This design comes from an exercise in tuning for small area, a short achievable clock period and few clock cycles per item on the open sky130 flow, not from production work.
The RTL was checked by simulation tests, not by an equivalence proof against the original design.
Power figures rest on the tool's default switching activity, not on a simulated workload.

<file path="flow/config.mk">
export PLATFORM = sky130hd
export DESIGN_NAME = dtl_fec_tx
export DESIGN_NICKNAME = dtl_fec_tx
export VERILOG_FILES = /design/flow/design.v
export SDC_FILE = /design/flow/constraint.sdc
export NUM_CORES = 4
export LEC_CHECK = 0
export CAP_MARGIN = 20
export CORE_MARGIN = 2
export CORE_UTILIZATION = 40
export SLEW_MARGIN = 20
</file>
<file path="flow/constraint.sdc">
create_clock -name core_clock -period 7.0 [get_ports {clk}]
set_input_delay 1.4000 -clock core_clock [delete_from_list [all_inputs] [get_ports {clk}]]
set_output_delay 1.4000 -clock core_clock [all_outputs]
set_load 0.01 [all_outputs]
</file>
<file path="flow/design.v">
module dtl_fec_tx (
    input  wire        clk,
    input  wire        rst,
    input  wire        cmd_valid,
    output wire        cmd_ready,
    input  wire        cmd_op,          
    input  wire [7:0]  push_data,       
    input  wire [3:0]  push_cnt,        
    input  wire [3:0]  bld_mod,         
    input  wire [3:0]  bld_fec,         
    input  wire [7:0]  bld_flen,        
    input  wire [15:0] cfg_floor,
    input  wire [15:0] cfg_maxempty,
    output reg         pay_valid,
    output reg  [15:0] pay_data,        
    output reg         frm_valid,
    output wire [11:0] frm_plen,
    output wire [11:0] frm_seq,
    output wire [3:0]  frm_fec,
    output reg  [7:0]  frm_cwid,
    output wire [13:0] frm_off,
    output wire [13:0] frm_short,
    output reg         frm_stop,
    output wire        frm_rem_pend
);
    integer i, j;
    function [3:0] f_u(input [1:0] bm1, input [3:0] t);
        begin
            f_u = 4'd0;
            for (j = 0; j < 64; j = j + 1)
                if ({bm1, t} == j[5:0]) f_u = ((j % 16) + (j / 16)) / ((j / 16) + 1);
        end
    endfunction
    function [1:0] f_r(input [1:0] bm1, input [3:0] t);
        begin
            f_r = 2'd0;
            for (j = 0; j < 64; j = j + 1)
                if ({bm1, t} == j[5:0])
                    f_r = (((j % 16) + (j / 16)) / ((j / 16) + 1)) * ((j / 16) + 1) - (j % 16);
        end
    endfunction
    function [5:0] f_cw(input cc2, input [1:0] r, input [1:0] bm1);
        begin
            f_cw = 6'd0;
            for (j = 0; j < 32; j = j + 1)
                if ({cc2, r, bm1} == j[4:0])
                    f_cw = {4'(((((j / 16) ? 10 : 8) - ((j / 4) % 4)) + (j % 4)) / ((j % 4) + 1)),
                            2'((((((j / 16) ? 10 : 8) - ((j / 4) % 4)) + (j % 4)) / ((j % 4) + 1)) * ((j % 4) + 1)
                               - (((j / 16) ? 10 : 8) - ((j / 4) % 4)))};
        end
    endfunction
    reg [127:0] q;               
    reg [7:0]   level;
    reg         rem_pend;
    reg [8:0]   rem_bits;        
    reg [3:0]   rem_len;
    reg [3:0]   rem_off;
    reg         rem_c2;          
    reg [7:0]   next_cw;         
    reg [11:0]  frame_no;
    reg [15:0]  empty_cnt;
    reg         busy;            
    reg         flush;           
    reg [1:0]   bm1;             
    reg [3:0]   need;            
    reg         c2;              
    reg [11:0]  sp;              
    reg         sp_ltn;          
    reg         sp_ltneed;       
    reg [1:0]   rfree;           
    reg [9:0]   psym;            
    reg [7:0]   flen4;           
    reg [15:0]  acc;             
    reg [3:0]   wcnt;
    reg [3:0]   off_h;
    reg [2:0]   short_h;
    assign cmd_ready    = !busy && !flush;
    assign frm_plen     = {2'b00, psym};
    assign frm_seq      = frame_no;
    assign frm_fec      = c2 ? 4'd2 : 4'd1;
    assign frm_off      = {10'd0, off_h};
    assign frm_short    = {11'd0, short_h};
    assign frm_rem_pend = rem_pend;
    wire acc_cmd  = cmd_valid && cmd_ready;
    wire do_push  = acc_cmd && !cmd_op;
    wire do_build = acc_cmd && cmd_op;
    reg [7:0] pb;
    always @* begin
        for (i = 0; i < 8; i = i + 1)
            pb[i] = (i < push_cnt) ? push_data[7 - i] : 1'b0;
    end
    wire push_ok = (push_cnt != 4'd0) && (push_cnt <= 4'd8) &&
                   ({1'b0, level} + {5'd0, push_cnt} <= 9'd128);
    wire ins_en  = do_push && push_ok && !rst;
    wire [15:0] pch = {8'd0, pb & {8{ins_en}}} << level[2:0];
    reg  [15:0] bsel;            
    always @* begin
        for (i = 0; i < 16; i = i + 1)
            bsel[i] = (level[6:3] == i);
    end
    reg  [127:0] ins;
    always @* begin
        for (i = 0; i < 128; i = i + 1)
            ins[i] = (bsel[i >> 3] & pch[i & 7]) |
                     (((i >> 3) != 0) ? (bsel[(i >> 3) - 1] & pch[8 + (i & 7)]) : 1'b0);
    end
    function [9:0] f_enc(input cc2, input [5:0] x);
        f_enc = cc2 ? {x[0] ^ x[2] ^ x[4], x[4] ^ x[5], x[2] ^ x[3], x[0] ^ x[1], x[5:0]}
                    : {2'b00, ~x[3:0], x[3:0]};
    endfunction
    wire [1:0] a_bm1 = bld_mod[1:0] - 2'd1;
    wire       a_c2f = bld_fec[1];                   
    wire       fl1   = (bld_flen == 8'd1);
    wire       fl2   = (bld_flen == 8'd2);
    wire       c_is4 = fl1 && (a_bm1 == 2'd0);
    wire       c_is8 = (fl1 && (a_bm1 == 2'd1)) || (fl2 && (a_bm1 == 2'd0));
    reg  [11:0] cap;                                 
    always @* begin
        case (a_bm1)
            2'd0: cap = {2'b00, bld_flen, 2'b00};
            2'd1: cap = {1'b0, bld_flen, 3'b000};
            2'd2: cap = {2'b00, bld_flen, 2'b00} + {1'b0, bld_flen, 3'b000};
            default: cap = {bld_flen, 4'b0000};
        endcase
    end
    wire       a_lvl0  = (level == 8'd0);
    wire       a_rpart = (c_is4 && rem_len > 4'd4) || (c_is8 && rem_len > 4'd8);
    wire [3:0] a_t     = a_rpart ? (c_is4 ? 4'd4 : 4'd8) : rem_len;
    wire [3:0] a_n     = a_c2f ? 4'd10 : 4'd8;
    wire [3:0] a_k     = a_c2f ? 4'd6 : 4'd4;
    wire       a_split = c_is4 || (c_is8 && a_c2f);
    wire [9:0] a_enc   = f_enc(a_c2f, q[5:0]);
    wire       a_short = (level < {4'd0, a_k});
    function f_room(input l1, input l2, input [1:0] bm, input [3:0] t);
        f_room = l1 ? (t <= 3 * (bm + 1)) : l2 ? (t <= 7 * (bm + 1)) : 1'b1;
    endfunction
    reg  [9:0] a_bits;
    reg  [3:0] a_len;
    reg        a_last;
    always @* begin
        if (rem_pend) begin
            a_bits = {1'b0, rem_bits & (a_rpart ? (c_is4 ? 9'h00F : 9'h0FF) : 9'h1FF)};
            a_len  = a_t;
            a_last = a_rpart || (rem_c2 != a_c2f) || a_lvl0 || !f_room(fl1, fl2, a_bm1, a_t);
        end else if (!a_lvl0) begin
            a_bits = a_split ? (a_enc & (c_is4 ? 10'h00F : 10'h0FF)) : a_enc;
            a_len  = a_split ? (c_is4 ? 4'd4 : 4'd8) : a_n;
            a_last = a_split || (level <= {4'd0, a_k}) || !f_room(fl1, fl2, a_bm1, a_n);
        end else begin
            a_bits = 10'd0;
            a_len  = 4'd0;
            a_last = 1'b1;
        end
    end
    wire        a_cw = !rem_pend && !a_lvl0;
    wire [3:0]  a_u  = f_u(a_bm1, a_len);
    wire [1:0]  a_r  = f_r(a_bm1, a_len);
    wire [11:0] a_sp = cap - {8'd0, a_len};
    wire [3:0]  a_nf = (rem_pend ? rem_c2 : a_c2f) ? 4'd10 : 4'd8;    
    wire [3:0]  a_need = a_nf + {2'b00, a_bm1} + 4'd1;
    wire [3:0] b_n     = c2 ? 4'd10 : 4'd8;
    wire [3:0] b_k     = c2 ? 4'd6 : 4'd4;
    wire       sp_hi   = (sp[11:4] != 8'd0);
    wire       b_split = sp_ltn;
    wire [9:0] b_enc   = f_enc(c2, q[5:0]);
    reg  [9:0] b_mask;
    always @* begin
        for (i = 0; i < 10; i = i + 1)
            b_mask[i] = (i < sp[3:0]);
    end
    wire [3:0] b_len   = b_split ? sp[3:0] : b_n;
    wire       b_last  = b_split || (level <= {4'd0, b_k}) ||
                         sp_ltneed;
    wire [5:0] b_ur    = f_cw(c2, rfree, bm1);
    wire [3:0] b_u     = b_ur[5:2];
    wire [1:0] b_r     = b_split ? 2'd0 : b_ur[1:0];
    wire       b_short = (level < {4'd0, b_k});
    wire [11:0] b_sp   = sp - {8'd0, b_n};
    wire [9:0]  cbits = b_split ? (b_enc & b_mask) : b_enc;
    wire [25:0] comb  = {10'd0, acc} | ({16'd0, cbits} << wcnt);
    wire [5:0]  tw0   = {2'b00, wcnt} + {2'b00, b_len};
    wire [5:0]  tw1   = {2'b00, wcnt} + {2'b00, b_len} + {4'd0, b_r};
    wire [5:0]  tw    = b_last ? tw1 : tw0;
    wire        wfull = tw[4];    
    wire        empty    = ({8'd0, level} < cfg_floor);
    wire [15:0] ecnt_inc = empty_cnt + {15'd0, (empty_cnt != 16'hFFFF)};
    wire        stop_e   = (cfg_maxempty != 16'hFFFF) && (empty_cnt >= cfg_maxempty);
    wire sh_cw = busy || (do_build && a_cw);
    wire sh_c2 = busy ? c2 : a_c2f;
    always @(posedge clk) begin
        pay_valid <= 1'b0;
        frm_valid <= 1'b0;
        q <= (q & {128{!rst && !sh_cw}}) |
             ({4'd0, q[127:4]} & {128{!rst && sh_cw && !sh_c2}}) |
             ({6'd0, q[127:6]} & {128{!rst && sh_cw && sh_c2}}) |
             ins;
        if (frm_valid)
            frame_no <= frame_no + 12'd1;
        if (do_push && push_ok)
            level <= level + {4'd0, push_cnt};
        if (do_build) begin
            bm1       <= a_bm1;
            need      <= a_need;
            sp_ltn    <= (a_sp < {8'd0, a_nf});
            sp_ltneed <= (a_sp < {8'd0, a_need});
            flen4     <= bld_flen;
            c2        <= rem_pend ? rem_c2 : a_c2f;
            frm_cwid  <= next_cw - {7'd0, rem_pend};
            off_h     <= rem_pend ? rem_off : 4'd0;
            empty_cnt <= empty ? ecnt_inc : 16'd0;
            frm_stop  <= empty && stop_e;
            short_h   <= (a_cw && a_short) ? a_k[2:0] - level[2:0] : 3'd0;
            sp        <= a_sp;
            rfree     <= a_r;
            psym      <= {6'd0, a_u};
            if (rem_pend) begin
                if (a_rpart) begin
                    rem_bits <= c_is4 ? {4'd0, rem_bits[8:4]} : {8'd0, rem_bits[8]};
                    rem_len  <= rem_len - (c_is4 ? 4'd4 : 4'd8);
                    rem_off  <= rem_off + (c_is4 ? 4'd4 : 4'd8);
                end else begin
                    rem_pend <= 1'b0;
                end
            end else if (a_cw) begin
                level   <= a_short ? 8'd0 : level - {4'd0, a_k};
                next_cw <= next_cw + 8'd1;
                if (a_split) begin
                    rem_pend <= 1'b1;
                    rem_bits <= c_is4 ? a_enc[9:4] : {7'd0, a_enc[9:8]};
                    rem_len  <= a_n - (c_is4 ? 4'd4 : 4'd8);
                    rem_off  <= c_is4 ? 4'd4 : 4'd8;
                    rem_c2   <= a_c2f;
                end
            end
        end
        if (busy) begin
            sp      <= b_sp;
            sp_ltn    <= (b_sp < {8'd0, b_n});
            sp_ltneed <= (b_sp < {8'd0, need});
            rfree   <= b_r;
            psym    <= b_split ? {flen4, 2'b00} : psym + {6'd0, b_u};
            level   <= b_short ? 8'd0 : level - {4'd0, b_k};
            next_cw <= next_cw + 8'd1;
            short_h <= b_short ? b_k[2:0] - level[2:0] : 3'd0;
            if (b_split) begin
                rem_pend <= 1'b1;
                rem_bits <= b_enc[9:1] >> (sp[3:0] - 4'd1);
                rem_len  <= b_n - sp[3:0];
                rem_off  <= sp[3:0];
                rem_c2   <= c2;
            end
        end
        if (busy) begin
            busy <= !b_last;
            pay_data <= comb[15:0];
            if (wfull) begin
                pay_valid <= 1'b1;
                acc  <= comb[25:16];
                wcnt <= tw[3:0];
                if (b_last) begin
                    if (tw[3:0] != 4'd0) flush <= 1'b1;
                    else begin
                        frm_valid <= 1'b1;
                        acc  <= 16'd0;
                    end
                end
            end else if (b_last) begin
                pay_valid <= (tw != 6'd0);
                frm_valid <= 1'b1;
                acc  <= 16'd0;
                wcnt <= 4'd0;
            end else begin
                acc  <= comb[15:0];
                wcnt <= tw[3:0];
            end
        end else if (do_build) begin
            busy     <= !a_last;
            pay_data <= {6'd0, a_bits};
            if (a_last) begin
                pay_valid <= (a_len != 4'd0);
                frm_valid <= 1'b1;
            end else begin
                acc  <= {6'd0, a_bits};
                wcnt <= a_len;
            end
        end
        if (flush) begin
            pay_valid <= 1'b1;
            pay_data  <= acc;
            frm_valid <= 1'b1;
            flush <= 1'b0;
            acc  <= 16'd0;
            wcnt <= 4'd0;
        end
        if (rst) begin
            busy      <= 1'b0;
            flush     <= 1'b0;
            pay_valid <= 1'b0;
            frm_valid <= 1'b0;
            level     <= 8'd0;
            rem_pend  <= 1'b0;
            next_cw   <= 8'd0;
            frame_no  <= 12'd0;
            empty_cnt <= 16'd0;
            acc       <= 16'd0;
            wcnt      <= 4'd0;
        end
    end
endmodule
</file>
<file path="flow/run.sh">
#!/bin/bash
# synth_recipe.tcl (not shown) runs the flow's synth.tcl, then flattens the netlist and writes it again
# the make line also repeats each setting of config.mk as NAME=value (left out here)
make -C /OpenROAD-flow-scripts/flow DESIGN_CONFIG=/design/flow/config.mk WORK_HOME=/design/flow/orfs CLKGATE_MAP_FILE= SYNTH_SCRIPT=/design/flow/synth_recipe.tcl finish
</file>
==> load_flow_metrics.sql <==
INSERT INTO impl_metrics (metric_group, metric, value, unit) VALUES
('route', 'drtAntennaViolNets', '0', ''),
('min_path', 'min-delay-path-class', 'reg2reg', ''),
('timing', 'clock.fmax', '177', 'MHz'),
('global_routing', 'global_route.overflow_total', '0', ''),
('power', 'share_of_total_power_consumed_by_net_switching', '0.291', ''),
('die', 'io_pins', '149', ''),
('worst_setup_path', 'crit-reg2reg-capture', 'q[64]', ''),
('logic_synthesis', 'synth_top_area_frac', '0.222', ''),
('worst_setup_path', 'end_kind', 'register', ''),
('logic_synthesis', 'post_synth_edffs', '72', ''),
('clock_tree', 'cts.reportedPaths.clkPinSlew', '0.05', 'ns'),
('timing', 'hold_violations', '0', ''),
('flow_run', 'maxCapViolCount', '0', ''),
('global_routing', 'first_global_vias', '17700', ''),
('placed_design', 'post-dp-hpwl', '41.5', 'mm'),
('worst_setup_path', 'ff2ff_path_depth', '13', ''),
('die', 'initial_core_util', '0.406', ''),
('clock_tree', 'cts_root_buffer', 'sky130_fd_sc_hd__clkbuf_16', ''),
('clock_tree', 'cts_sinks', '287', ''),
('cells_and_area', 'fraction_of_layout_instances_using_a_drive_strength_above_1', '0.0701', ''),
('logic_synthesis', 'netlist-cell-type-count', '92', ''),
('logic_synthesis', 'syn_avg_cell_area', '8.47', 'sq um'),
('clock_tree', 'clock_tree_from_tritoncts', 'done', ''),
('timing', 'least_setup_slack_across_all_paths_after_layout', '1.36', 'ns'),
('die', 'fp-row-count', '80', ''),
('timing', 'report.final.slew_viol_count', '0', ''),
('power', 'power.density_cell_area', '208', 'nW/um^2'),
('clock_tree', 'cts-hold-fix-buffers', '0', ''),
('power', 'power.total', '4.60', 'mW'),
('timing', 'period_share', '0.806', ''),
('worst_setup_path', 'crit_start_category', 'input pin', ''),
('worst_setup_path', 'timing.critical_path.fanout_max', '17', ''),
('worst_setup_path', 'worst-r2r-setup-slack', '2.44', 'ns'),
('cells_and_area', 'mostFrequentLayoutCell', 'sky130_fd_sc_hd__dfxtp_1', ''),
('placed_design', 'placed_cells_incl_taps', '2887', ''),
('logic_synthesis', 'synth-async-reset-ratio', '0', ''),
('power', 'clock_power_share', '0.425', ''),
('global_routing', 'grt_start_max_net_pins', '123', ''),
('die', 'floorplan.die.width', '224', 'microns'),
('route', 'detail_route.wirelength', '60.9', 'mm'),
('route', 'drt_first_pass_iters', '14', ''),
('power', 'irDropWorstVdd', '0.153', 'mV'),
('route', 'drt_iter0_markers', '2280', ''),
('cells_and_area', 'antenna_cells_inserted', '0', ''),
('worst_setup_path', 'timing_worst_setup_path_type', 'in2reg', ''),
('cells_and_area', 'post-route-util', '0.463', ''),
('timing', 'slew_headroom', '0.242', ''),
('logic_synthesis', 'yosysTopAreaCell', 'sky130_fd_sc_hd__dfxtp_1', ''),
('timing', 'fin_skew', '0.0203', 'ns'),
('die', 'die_area', '50300', 'sq um'),
('min_path', 'worstHoldStart', 'rem_off[0]', ''),
('min_path', 'hold-path-endpoint', 'rem_off[0]', ''),
('logic_synthesis', 'synthFlopType', 'sky130_fd_sc_hd__dfxtp_1', ''),
('worst_setup_path', 'critPathArrivalTime', '5.93', 'ns'),
('clock_tree', 'htreeDepth', '2', ''),
('logic_synthesis', 'mappedNetlistArea', '19400', 'sq um'),
('run_status', 'status', 'no timing/DRC/antenna violations', ''),
('route', 'route.detailed.drc', '0', ''),
('cells_and_area', 'fin_nets', '2475', ''),
('placed_design', 'gp_congestion', '0.958', ''),
('worst_setup_path', 'critical_path_required', '7.28', 'ns'),
('clock_tree', 'worst_skew_pair.late_latency', '0.56', 'ns'),
('power', 'power.net_switching', '1.34', 'mW'),
('cells_and_area', 'finish.cell_count_without_fillers', '2953', ''),
('logic_synthesis', 'yosys-top-cells-area', 'sky130_fd_sc_hd__dfxtp_1, sky130_fd_sc_hd__edfxtp_1, sky130_fd_sc_hd__ha_1, sky130_fd_sc_hd__a222oi_1, sky130_fd_sc_hd__nor2_1', ''),
('die', 'placeableCoreArea', '47800', 'sq um'),
('timing', 'hold_ws', '0.478', 'ns'),
('global_routing', 'global_route_wire_length_before_repair', '96.8', 'mm'),
('clock_tree', 'cts.repair.resized', '0', ''),
('timing', 'final.min_clock_period', '5.64', 'ns'),
('cells_and_area', 'mostFrequentLayoutCells', 'sky130_fd_sc_hd__dfxtp_1, sky130_fd_sc_hd__nor2_1, sky130_fd_sc_hd__nand2_1, sky130_fd_sc_hd__o21ai_0, sky130_fd_sc_hd__a21oi_1', '');
## registers in the layout, summed over array words and instances (netlist names), 3 cells and up
register and count:
rem_off 4, sp 12, frame_no 12, rem_bits 9, pay_data 16, next_cw 8
frm_cwid 8, flen4 8, level 8, short_h 3, wcnt 4, q 128
empty_cnt 16, acc 16, psym 10, need 3, off_h 4, rem_len 4
## worst max-delay path by stage
stage               depth (start not counted)      end  slack, ns       start
floorplan                                  18    sp[9]       1.93  bld_mod[1]
global placement                           14    sp[9]       0.92  bld_mod[1]
finish                                     14  psym[0]       1.36  bld_mod[1]
detailed placement                         14    sp[9]       0.88  bld_mod[1]
global route                               14    sp[9]       1.06  bld_mod[1]
CTS                                        14    sp[9]       1.43  bld_mod[1]
## synthesized netlist by cell type, types with 8 or more instances
cell type	count
sky130_fd_sc_hd__a211oi_1	24
sky130_fd_sc_hd__a21boi_0	34
sky130_fd_sc_hd__a21o_1	20
sky130_fd_sc_hd__a21oi_1	118
sky130_fd_sc_hd__a221o_1	22
sky130_fd_sc_hd__a221oi_1	9
sky130_fd_sc_hd__a222oi_1	111
sky130_fd_sc_hd__a22o_1	23
sky130_fd_sc_hd__a22oi_1	16
sky130_fd_sc_hd__a31o_2	12
sky130_fd_sc_hd__a31oi_1	22
sky130_fd_sc_hd__and2_1	21
sky130_fd_sc_hd__and3_1	18
sky130_fd_sc_hd__buf_1	20
sky130_fd_sc_hd__buf_2	22
sky130_fd_sc_hd__buf_4	29
sky130_fd_sc_hd__clkbuf_1	133
sky130_fd_sc_hd__dfxtp_1	215
sky130_fd_sc_hd__edfxtp_1	72
sky130_fd_sc_hd__fa_1	8
sky130_fd_sc_hd__ha_1	93
sky130_fd_sc_hd__inv_1	92
sky130_fd_sc_hd__mux2_2	11
sky130_fd_sc_hd__mux2i_1	21
sky130_fd_sc_hd__nand2_1	185
sky130_fd_sc_hd__nand2b_1	19
sky130_fd_sc_hd__nand3_1	69
sky130_fd_sc_hd__nand4_1	28
sky130_fd_sc_hd__nor2_1	195
sky130_fd_sc_hd__nor2b_1	30
sky130_fd_sc_hd__nor3_1	54
sky130_fd_sc_hd__nor3b_1	10
sky130_fd_sc_hd__nor4_1	11
sky130_fd_sc_hd__o211ai_1	25
sky130_fd_sc_hd__o21a_1	23
sky130_fd_sc_hd__o21ai_0	145
sky130_fd_sc_hd__o221ai_1	45
sky130_fd_sc_hd__o22ai_1	15
sky130_fd_sc_hd__o31ai_1	15
sky130_fd_sc_hd__or3_1	14
sky130_fd_sc_hd__xnor2_1	51
sky130_fd_sc_hd__xor2_1	43
## power groups by stage
| stage | clock [mW] | sequential, mW | combinational [mW] |
|---|---|---|---|
| finish | 1.96 | 1.85 | 0.802 |
| global route | 2.07 | 1.85 | 0.885 |
| CTS | 2.00 | 1.84 | 0.793 |
| detailed placement | 0 | 1.88 | 0.786 |
| global placement | 0 | 1.88 | 0.778 |
| floorplan | 0 | 1.85 | 0.569 |
## cells by family (layout without fill, tap and decap cells)
family / Yosys count / after routing / synth area share
compound gates: 765 / 765 / 0.289
simple gates: 699 / 699 / 0.175
buf+inv: 306 / 328 / 0.0670
flops: 287 / 287 / 0.333
fa+ha+maj: 101 / 101 / 0.0682
xor+xnor: 95 / 95 / 0.0436
mux: 38 / 38 / 0.0242
other cells: 1 / 25 / 0.000193
## worst max-delay path, stage by stage
cell and delay [ns]:
sky130_fd_sc_hd__clkdlybuf4s50_1 0.55, sky130_fd_sc_hd__inv_1 0.19, sky130_fd_sc_hd__ha_1 0.60, sky130_fd_sc_hd__o2111ai_1 0.53, sky130_fd_sc_hd__and3_1 0.41, sky130_fd_sc_hd__a21oi_1 0.38
sky130_fd_sc_hd__inv_1 0.15, sky130_fd_sc_hd__ha_1 0.34, sky130_fd_sc_hd__nor2_1 0.13, sky130_fd_sc_hd__buf_4 0.16, sky130_fd_sc_hd__nand2_1 0.15, sky130_fd_sc_hd__a311o_1 0.42
sky130_fd_sc_hd__a2111oi_0 0.40, sky130_fd_sc_hd__a21oi_1 0.12
## routing by layer
| metal | global-route usage | share of wire |
|---|---|---|
| met1 | 0.321 | 0.44 |
| met3 | 0.0408 | 0.076 |
| met2 | 0.379 | 0.46 |
| met4 | 0.0812 | 0.028 |
| met5 | 0 | 0 |
## final cells by class
class / count / area, sq um
Fill cell: 4665 / 25700
Inverter: 100 / 375
Clock buffer: 49 / 1060
Multi-Input combinational cell: 1723 / 11800
Tap cell: 615 / 769
Clock inverter: 17 / 180
Sequential cell: 287 / 6470
Timing Repair Buffer: 162 / 1520
Testbench counts, summed over its fixed seeds: cycles 4,531, frames 618.

==> static timing again, ports no longer ideal <==
No port has a modelled driver above. Below, the same layout with a new extraction and two added sets of constraints.
Step 1 sets driving cells, clkbuf_16 on the clock port and buf_2 on the other inputs (assumed; they add their load-dependent delay and slew).
Step 2 adds t to the input delays and takes it off the output delays; t is the mean of the earliest and latest rising clock arrival at the registers after step 1. Input paths then give back, and output paths get back, about the clock's delay inside the block.
Three values: ideal, step 1, step 2; two values: the first two.
shift t [ns]: 0.607
setup slack, ns: 1.357 / 1.391 / 0.784
worst setup path at the end: input to register
latest minus earliest clock arrival (ns): 0.021 / 0.021
After both steps setup and hold are still met in this run. For this run, drivers alone change the setup slack by +0.034 ns; drivers and shift together by -0.573 ns.
